What follows belongs to an exercise in optimizing a design on an open flow for small area, a short achievable clock period and few clock cycles per item; a production flow would make more cautious choices. Only simulation tests tie the RTL to the original design; equivalence was not proved.

## job 5154
==> flow/design.v (excerpt) <==
module iq_mac64 (
    input  wire        clk,
    input  wire        rst,
    input  wire        in_valid,
    output wire        in_ready,
    input  wire [63:0] in_acc,
    input  wire [63:0] in_x,
    input  wire [63:0] in_h,
    output wire        out_valid,
    input  wire        out_ready,
    output reg  [63:0] out_res
);
clock: 65.0 ns
lec_check: 0
abc_area: 1
cap_margin: 20
core_margin: 2
core_utilization: 56
cts_cluster_diameter: 120
cts_cluster_size: 20
place_density: 0.66
slew_margin: 20
standard.sh (not shown) runs the stock make flow with config.mk's settings and CLKGATE_MAP_FILE= SYNTH_SCRIPT=/design/flow/synth_recipe.tcl, a recipe that flattens the netlist after the stock synthesis.
==> flow/flow/run.sh <==
#!/bin/bash
# The standard layout (the standard.sh, all steps), with one change: the
# buffer that placement puts on every input and output port is
# sky130_fd_sc_hd__buf_1 instead of the cell buffer_ports picks by itself
# (a clkdlybuf4s50_1 delay cell). The full output of the flow goes to
# standard.log here; ORFS's own per-step logs stay under orfs/logs/.
set -euo pipefail
cd "$(dirname "$0")/.."
export BUFFER_PORTS_ARGS="-buffer_cell sky130_fd_sc_hd__buf_1"
bash standard.sh > standard.log 2>&1
Job 5154 did not stop at any stage, and its layout met the timing, design-rule and antenna checks.
Testbench counts of job 5154, summed over its fixed seeds: cycles 3,136, items 3,072.
[inputs] job 6012 vs job 5154
Settings: CORE_UTILIZATION changed from 56 to 40; PLACE_DENSITY changed from 0.66 to 0.5.
-- flow/flow/run.sh --
<<< job 5154, line 4
# sky130_fd_sc_hd__buf_1 instead of the cell buffer_ports picks by itself
>>> job 6012, line 4
# sky130_fd_sc_hd__buf_2 instead of the cell buffer_ports picks by itself
<<< job 5154, line 9
export BUFFER_PORTS_ARGS="-buffer_cell sky130_fd_sc_hd__buf_1"
>>> job 6012, line 9
export BUFFER_PORTS_ARGS="-buffer_cell sky130_fd_sc_hd__buf_2"
### Flow results
Taking job 5154 as the reference, in job 6012 mean routed wirelength per cell went up; layout overhead on the synthesized area +2.1 points; via count decreased 1,218.
Changes observed in job 6012 relative to job 5154: count of nets after finishing went up about 0.36%; number of pins with negative max-slew slack in the final report held.
End point of the critical path = out_res[54]: job 5154; end point of the critical path = out_res[55]: job 6012
Taking job 5154 as the reference, in job 6012 final critical delay including setup and external delays up 32 ps; global-route wire length before repair up about 8%; horizontal die dimension up about 18%.
## Diff of input files: job 7996 against job 6012
Settings: swapping 40 for 52 in CORE_UTILIZATION; swapping 0.5 for 0.62 in PLACE_DENSITY.
-- flow/flow/run.sh --
<<< job 6012, line 4
# sky130_fd_sc_hd__buf_2 instead of the cell buffer_ports picks by itself
>>> job 7996, line 4
# sky130_fd_sc_hd__buf_1 instead of the cell buffer_ports picks by itself
<<< job 6012, line 9
export BUFFER_PORTS_ARGS="-buffer_cell sky130_fd_sc_hd__buf_2"
>>> job 7996, line 9
export BUFFER_PORTS_ARGS="-buffer_cell sky130_fd_sc_hd__buf_1"
Findings:
- Sort job 6012 and job 7996 by fraction of the core area covered by cells at the end of the flow asc -> top: job 6012
- Diff job 6012 -> job 7996 | non-clock buffer count | decrease of 50
- Job 6012 → job 7996: via total after detailed routing essentially unchanged, post-layout minimum cycle time decreased by 52 ps relative to the old numbers, global routing usage summed across all routing layers now larger, number of DRC markers in iteration 0 increased by 12% relative to the old numbers.
Input-level comparison between job 8928 and job 7996:
Settings: CORE_UTILIZATION: 52 -> 40; PLACE_DENSITY: 0.62 -> 0.5.
==> flow/run.sh (new file) <==
#!/bin/bash
# synth_recipe.tcl (not shown) runs the flow's synth.tcl, then flattens the netlist and writes it again
# the make line also repeats each setting of config.mk as NAME=value (left out here)
make -C /OpenROAD-flow-scripts/flow DESIGN_CONFIG=/design/flow/config.mk WORK_HOME=/design/flow/orfs CLKGATE_MAP_FILE= SYNTH_SCRIPT=/design/flow/synth_recipe.tcl finish
removed: flow/flow/run.sh
removed: flow/standard.sh
[summary]
- Job 8928 vs job 7996 — routed wire length climbed by a little under 10%
- Delta (job 8928 minus job 7996): number of flip-flops and latches in the synthesized netlist roughly the same.
- Looking at the reports, job 8928 completed the entire flow and the layout it produced met the timing, design-rule and antenna checks.
- Looking at critical path launch point, the out_res[52] result is from job 7996; the out_res[45] one comes from job 8928.

[port drivers added, routing unchanged]
How much do the figures lean on ideal ports? The routed layouts below were timed once more, with nothing changed but the port constraints.
Step 1, drivers: a clkbuf_16 drives clk and a buf_2 each remaining input, both assumed.
Step 2 also shifts input and output timing later by t, the mid clock arrival at the registers, as if the neighbouring blocks saw the same clock.
a / b / c = no drivers / after step 1 / after step 2; a / b = the first two.
| run | shift t [ns] | setup slack, ns | worst data-port slew with drivers (ns) | pins driven straight from the clock port |
|---|---|---|---|---|
| job 5154 | 0.787 | 50.775 / 50.672 / 50.702 | 0.05 | 1 |
| job 6012 | 0.841 | 50.744 / 50.644 / 50.706 | 0.04 | 1 |
| job 7996 | 0.783 | 50.795 / 50.699 / 50.708 | 0.04 | 1 |
| job 8928 | 0.841 | 50.401 / 50.302 / 50.280 | 0.06 | 1 |
After both steps every run listed still meets setup and hold. The setup slack of job 8928, which loses most, moves by -0.099 ns with the drivers and by -0.121 ns with both steps.
